Background: an optimization exercise with open tools, aiming at small area, a short achievable clock period and few clock cycles per item. Do not read the settings as production practice.
The RTL was checked by simulation tests, not by an equivalence proof against the original design.
Power and IR drop assume default switching activity.

north:
## scb_bank
module scb_bank (
    input  wire         clk,
    input  wire         rst,           
    input  wire         cmd_valid,
    output wire         cmd_ready,
    input  wire [2:0]   cmd_op,
    input  wire [7:0]   cmd_id,
    input  wire [15:0]  cmd_val,
    input  wire [253:0] cmd_bank,
    output reg          rsp_valid,
    output wire [7:0]   rsp_status,
    output wire [7:0]   rsp_detail,
    output reg  [14:0]  rsp_value,
    output reg  [4:0]   rsp_index,
    output wire [253:0] rsp_bank
);
clock: 50.0 ns
lec_check: 0
abc_area: 1
cap_margin: 20
core_margin: 2
core_utilization: 40
cts_buf_list: sky130_fd_sc_hd__clkbuf_4
slew_margin: 20
standard.sh (not shown) runs the stock make flow with config.mk's settings and CLKGATE_MAP_FILE= SYNTH_SCRIPT=/design/flow/synth_recipe.tcl, a recipe that flattens the netlist after the stock synthesis.
==> flow/flow/run.sh <==
#!/bin/bash
# Standard ORFS layout, with two changes to how it is made:
#  - ports are buffered with sky130_fd_sc_hd__buf_1 instead of the buffer
#    buffer_ports picks by itself (clkdlybuf4s50_1);
#  - repair_timing is asked to keep a setup slack margin, so the resizer works
#    on the critical paths although the 50 ns clock is met with a wide margin.
# The design, clock period and constraints are the standard flow's, unchanged.
set -euo pipefail
export BUFFER_PORTS_ARGS="-buffer_cell sky130_fd_sc_hd__buf_1"
export SETUP_SLACK_MARGIN=37
bash standard.sh > standard.log 2>&1
Testbench counts of north, summed over its fixed seeds: cycles 16,527, commands 16,000.
## Diff of input files: south against north
Settings: putting TNS_END_PERCENT at 10 where nothing was set; swapping 20 for 40 in CAP_MARGIN; swapping 20 for 40 in SLEW_MARGIN.
diff --git a/flow/flow/run.sh b/flow/flow/run.sh
--- a/flow/flow/run.sh
+++ b/flow/flow/run.sh
@@ -10 +10 @@
-export SETUP_SLACK_MARGIN=37
+export SETUP_SLACK_MARGIN=38.5
Notes after the runs:
south ended with every stage complete and zero timing, DRC or antenna violations. For north, the startpoint of the worst setup timing path was cmd_op[1], unlike south, where it was nbank[61]. south — final hold slack 13 ps higher, north as reference. Final antenna diode count (lower): south. | wire length | south vs north | worse |. Compared with north, south shows a clock tree skew after final layout that is 10 ps lower. south — total buffers and inverters traversed by the critical path 2 lower, north as reference.

========
Setup of lane 1:
scb_bank again, from the RTL that the note above started with.
export LEC_CHECK = 0
export ABC_AREA = 1
export CAP_MARGIN = 40
export CORE_MARGIN = 2
export CORE_UTILIZATION = 50
export CTS_BUF_LIST = sky130_fd_sc_hd__clkbuf_4
export SLEW_MARGIN = 40
export TNS_END_PERCENT = 10
create_clock -name core_clock -period 50.0 [get_ports {clk}]
==> flow/flow/run.sh <==
#!/bin/bash
# Standard ORFS layout, with two changes to how it is made:
#  - ports are buffered with sky130_fd_sc_hd__buf_1 instead of the buffer
#    buffer_ports picks by itself (clkdlybuf4s50_1);
#  - repair_timing is asked to keep a setup slack margin, so the resizer works
#    on the critical paths although the 50 ns clock is met with a wide margin.
# The design, clock period and constraints are the standard flow's, unchanged.
set -euo pipefail
export BUFFER_PORTS_ARGS="-buffer_cell sky130_fd_sc_hd__buf_1"
export SETUP_SLACK_MARGIN=38.5
bash standard.sh > standard.log 2>&1
Lane 1 went all the way through synthesis, placement and routing and the layout is clean on timing, DRC and antenna.
Testbench counts of lane 1, summed over its fixed seeds: cycles 16,527, commands 16,000.
Changes in lane 2 relative to lane 1:
Settings: changing CORE_UTILIZATION from 50 to 75; changing SLEW_MARGIN from 40 to 20; changing CAP_MARGIN from 40 to 20; removing TNS_END_PERCENT (formerly 10).
--- a/flow/flow/run.sh
+++ b/flow/flow/run.sh
@@ -9,3 +9,3 @@
 export BUFFER_PORTS_ARGS="-buffer_cell sky130_fd_sc_hd__buf_1"
-export SETUP_SLACK_MARGIN=38.5
+export SETUP_SLACK_MARGIN=38
 bash standard.sh > standard.log 2>&1
### Flow results
Lane 2: it failed with a tool error in global routing, so there are no final results. Compared with lane 1, lane 2 shows area of placed instances that has gone down slightly. Diff lane 1 -> lane 2: initial core utilization went up 26 points; number of placement rows lost about 19%; die outline height down 18%; number of primary I/O pins barely changed. In lane 2 relative to lane 1, number of placed cells counting well taps had gone down by a few percent. Changes observed in lane 2 relative to lane 1: area fraction in and, or, nand and nor cells after synthesis barely changed, weighted congestion reported at the end of routability-driven placement has increased, synthesized cell count stayed essentially flat.
What lane 3 does differently from lane 2 at the input level:
Settings: swapping 20 for 40 in SLEW_MARGIN; putting TNS_END_PERCENT at 10 where nothing was set; swapping 20 for 40 in CAP_MARGIN; clearing ABC_AREA, which used to be 1; swapping 75 for 40 in CORE_UTILIZATION.
--- a/flow/flow/run.sh
+++ b/flow/flow/run.sh
@@ -9,3 +9,3 @@
 export BUFFER_PORTS_ARGS="-buffer_cell sky130_fd_sc_hd__buf_1"
-export SETUP_SLACK_MARGIN=38
+export SETUP_SLACK_MARGIN=38.5
 bash standard.sh > standard.log 2>&1
Results
The final layout from lane 3, which completed every stage, passed the timing, design-rule and antenna checks at the end of the flow. Lane 2: aborted in global routing (tool error). In the tables for lane 2 and lane 3, worst setup slack before clock tree synthesis reads higher with lane 3. Comparing lane 2 and lane 3, the lower adder-cell share of the synthesized area is on lane 3. The register area share after synthesis of lane 3 falls short of that of lane 2 by 2.9 points. Going from lane 2 to lane 3, post-synth design cell area moved up, number of different library cells in the post-synthesis netlist increased by 69 relative to the old numbers, xor-xnor portion of the synthesized cell area comparable.
Input-level comparison between lane 4 and lane 3:
Settings: a change of SLEW_MARGIN from 40 to 20; an added ABC_AREA of 1; a change of CAP_MARGIN from 40 to 20.
--- a/flow/flow/run.sh
+++ b/flow/flow/run.sh
@@ -9,3 +9,3 @@
 export BUFFER_PORTS_ARGS="-buffer_cell sky130_fd_sc_hd__buf_1"
-export SETUP_SLACK_MARGIN=38.5
+export SETUP_SLACK_MARGIN=39
 bash standard.sh > standard.log 2>&1
--- outcome ---
Wire length on met3 in lane 4 vs lane 3: down 64%. Relative area change from synthesis to final layout (lane 4 over lane 3): increase, 12 points. Fmax: lane 4 above lane 3. Lane 4 vs lane 3: post-route core utilization up in lane 4. | detailed-routing iteration count for the pre-antenna-repair pass | lane 4 vs lane 3 | 3 lower |. Run comparison: lane 4 cell type of the slowest stage on the worst timing path sky130_fd_sc_hd__a21oi_1; lane 3 cell type of the slowest stage on the worst timing path sky130_fd_sc_hd__dfxtp_2. Between lane 4 and lane 3, it is lane 4 whose clock skew is higher, by 0.014 ns. Lane 4 against lane 3; net count of the finished layout is down slightly. Lower count of clock-buffer cells in the layout was reported by lane 3, not lane 4. Lane 4 vs lane 3, path type of the worst setup path: primary input to flip-flop vs flip-flop to primary output. [compare] base=lane 3 new=lane 4: global-route usage over all layers lower; wire length -about 40%.

========
scb_bank again, from the RTL that the note above started with.
clock: 50.0 ns
lec_check: 0
abc_area: 1
cap_margin: 20
core_margin: 2
core_utilization: 40
cts_buf_list: sky130_fd_sc_hd__clkbuf_4
slew_margin: 60
tns_end_percent: 10
==> flow/flow/run.sh <==
#!/bin/bash
# Standard ORFS layout, with two changes to how it is made:
#  - ports are buffered with sky130_fd_sc_hd__buf_1 instead of the buffer
#    buffer_ports picks by itself (clkdlybuf4s50_1);
#  - repair_timing is asked to keep a setup slack margin, so the resizer works
#    on the critical paths although the 50 ns clock is met with a wide margin.
# The design, clock period and constraints are the standard flow's, unchanged.
set -euo pipefail
export BUFFER_PORTS_ARGS="-buffer_cell sky130_fd_sc_hd__buf_1"
export SETUP_SLACK_MARGIN=38.5
bash standard.sh > standard.log 2>&1
Testbench counts at the start, summed over its fixed seeds: cycles 16,527, commands 16,000.
Rerun with:
--- a/flow/flow/run.sh
+++ b/flow/flow/run.sh
@@ -9,3 +9,3 @@
 export BUFFER_PORTS_ARGS="-buffer_cell sky130_fd_sc_hd__buf_1"
-export SETUP_SLACK_MARGIN=38.5
+export SETUP_SLACK_MARGIN=38.8
 bash standard.sh > standard.log 2>&1
CAP_MARGIN = 40   (was 20)
SLEW_MARGIN = 40   (was 60)
After rerunning: Power grows by roughly a tenth. Cell area grows by roughly a tenth. Maximum frequency grows slightly. Wire length grows slightly.
Rerun with:
--- a/flow/flow/run.sh
+++ b/flow/flow/run.sh
@@ -9,3 +9,3 @@
 export BUFFER_PORTS_ARGS="-buffer_cell sky130_fd_sc_hd__buf_1"
-export SETUP_SLACK_MARGIN=38.8
+export SETUP_SLACK_MARGIN=38.5
 bash standard.sh > standard.log 2>&1
CAP_MARGIN = 20   (was 40)
SLEW_MARGIN = 20   (was 40)
Die area is unchanged.
Hold slack loses 0.027 ns.
Core utilization is lower by 5.2 points.
Total power is lower by 8.7%.
Clock power is lower by about 3%.
Register-to-register slack gains 0.18 ns.
Global-route usage is higher by 0.84 points.
Sequential cell count does not change.
Worst setup slack loses 0.19 ns.
Rerun with:
CTS_BUF_LIST = sky130_fd_sc_hd__clkbuf_2 sky130_fd_sc_hd__clkbuf_4   (was sky130_fd_sc_hd__clkbuf_4)
CTS_CLUSTER_SIZE = 40   (was default)
TNS_END_PERCENT = default   (was 10)
What happened: The changed run went through all stages and came out clean; utilization went up by 6.0 points; non-clock buffer count grows by 161; flip-flop and latch count stays the same; synthesized cell count does not change; final area climbs by 12%; setup slack improves by 0.13 ns; area after synthesis does not change; power increases by 9.0%.
Rerun with:
--- a/flow/flow/run.sh
+++ b/flow/flow/run.sh
@@ -9,3 +9,3 @@
 export BUFFER_PORTS_ARGS="-buffer_cell sky130_fd_sc_hd__buf_1"
-export SETUP_SLACK_MARGIN=38.5
+export SETUP_SLACK_MARGIN=38
 bash standard.sh > standard.log 2>&1
CTS_BUF_LIST = default   (was sky130_fd_sc_hd__clkbuf_2 sky130_fd_sc_hd__clkbuf_4)
CTS_CLUSTER_SIZE = default   (was 40)
After rerunning: The changed run finished clean; register-to-register slack loses 0.15 ns; setup slack is worse by 0.38 ns; clock skew went down by 0.073 ns; global-route usage came out lower by 1.6 points.

========
== maple ==
Starting RTL as in the previous note.
==> flow/config.mk <==
export PLATFORM = sky130hd
export DESIGN_NAME = scb_bank
export DESIGN_NICKNAME = scb_bank
export VERILOG_FILES = /design/flow/design.v
export SDC_FILE = /design/flow/constraint.sdc
export NUM_CORES = 4
export LEC_CHECK = 0
export ABC_AREA = 1
export CAP_MARGIN = 20
export CORE_MARGIN = 2
export CORE_UTILIZATION = 40
export CTS_BUF_LIST = sky130_fd_sc_hd__clkbuf_4
export SLEW_MARGIN = 20
==> flow/constraint.sdc <==
create_clock -name core_clock -period 50.0 [get_ports {clk}]
set_input_delay 10.0000 -clock core_clock [delete_from_list [all_inputs] [get_ports {clk}]]
set_output_delay 10.0000 -clock core_clock [all_outputs]
set_load 0.01 [all_outputs]
==> flow/flow/run.sh <==
#!/bin/bash
# Standard ORFS layout, with two changes to how it is made:
#  - ports are buffered with sky130_fd_sc_hd__buf_1 instead of the buffer
#    buffer_ports picks by itself (clkdlybuf4s50_1);
#  - repair_timing is asked to keep a setup slack margin, so the resizer works
#    on the critical paths although the 50 ns clock is met with a wide margin.
# The design, clock period and constraints are the standard flow's, unchanged.
set -euo pipefail
export BUFFER_PORTS_ARGS="-buffer_cell sky130_fd_sc_hd__buf_1"
export SETUP_SLACK_MARGIN=38.5
bash standard.sh > standard.log 2>&1
Testbench counts of maple, summed over its fixed seeds: cycles 16,527, commands 16,000.
[inputs] pine vs maple
-- flow/flow/run.sh --
<<< maple, line 9
export BUFFER_PORTS_ARGS="-buffer_cell sky130_fd_sc_hd__buf_1"
export SETUP_SLACK_MARGIN=38.5
bash standard.sh > standard.log 2>&1
>>> pine, line 9
export BUFFER_PORTS_ARGS="-buffer_cell sky130_fd_sc_hd__buf_1"
export SETUP_SLACK_MARGIN=37.5
bash standard.sh > standard.log 2>&1
## What came out
- Looking at leakage component of the power, pine sits below maple.
- [compare] base=maple new=pine: number of antenna violations at the first check in global routing shrank by 1; share of total power in combinational logic shrank by 4.4 points; net switching power figure shrank by about 7%; detailed-routing iteration count for the pre-antenna-repair pass grew by 1.
- On pine: post-route cell area is 4000 um2 lower than what maple gave.
- Relative to maple, wire length of the first global-routing pass has decreased by about 4% in pine.
- Looking at estimated wirelength of the detail-placed design across both flows, pine is the weaker of the two, with maple ahead.
- Comparing pine and maple, the lower count of multi-input combinational gates was measured on pine.
- Delta(final standard cell utilization of the core, pine - maple) < 0
- [pine] cell count fell 186 relative to maple
- Of the two values seen for worst setup path endpoint, nbank[231]$_DFF_P_ was produced by pine and nbank[40]$_DFF_P_ by maple.

## what the ideal ports hide
The results above use ideal ports. As a check the final layouts listed here were re-extracted and re-timed, cells and wires unchanged.
Step 1: set_driving_cell puts a clkbuf_16 on clk and a buf_2 on each other input, an assumption about the parent block.
Step 2, shift: input delay + t, output delay - t, t = (earliest + latest rising clock arrival at the registers) / 2. This alone moves slack from input paths to output paths.
Slacks: no drivers / after step 1 / after step 2; pairs: no drivers / after step 1.
run | t, ns | slack for setup (ns) | worst hold slack (ns) | worst setup path at the end | latest minus earliest clock arrival (ns)
north | 0.951 | 37.398 / 37.436 / 36.486 | 0.480 / 0.480 / 0.480 | input to register | 0.065 / 0.065
south | 0.912 | 38.379 / 38.314 / 37.549 | 0.492 / 0.492 / 0.492 | input to register | 0.056 / 0.056
lane 1 | 0.954 | 38.044 / 38.044 / 37.500 | 0.475 / 0.475 / 0.475 | input to register | 0.097 / 0.097
lane 3 | 0.976 | 38.052 / 37.981 / 37.552 | 0.470 / 0.470 / 0.470 | input to register | 0.085 / 0.085
lane 4 | 0.936 | 38.431 / 38.398 / 37.535 | 0.472 / 0.472 / 0.472 | input to register | 0.098 / 0.098
the first run of note 3 | 0.925 | 38.299 / 38.236 / 37.474 | 0.480 / 0.480 / 0.480 | input to register | 0.095 / 0.095
the second run of note 3 | 0.943 | 38.467 / 38.403 / 37.694 | 0.476 / 0.476 / 0.476 | input to register | 0.069 / 0.069
the third run of note 3 | 0.936 | 38.275 / 38.260 / 37.384 | 0.449 / 0.449 / 0.449 | input to register | 0.063 / 0.063
the fourth run of note 3 | 0.952 | 38.405 / 38.437 / 37.496 | 0.472 / 0.472 / 0.472 | input to register | 0.095 / 0.095
the fifth run of note 3 | 0.632 | 38.026 / 38.070 / 37.438 | 0.474 / 0.474 / 0.474 | input to register | 0.021 / 0.022
maple | 0.962 | 38.374 / 38.417 / 37.455 | 0.472 / 0.472 / 0.472 | input to register | 0.106 / 0.106
pine | 0.951 | 37.746 / 37.788 / 36.838 | 0.481 / 0.481 / 0.481 | input to register | 0.061 / 0.061
After both steps setup and hold are still met in every run listed. For maple, which loses most, drivers alone change the setup slack by +0.043 ns; drivers and shift together by -0.919 ns.
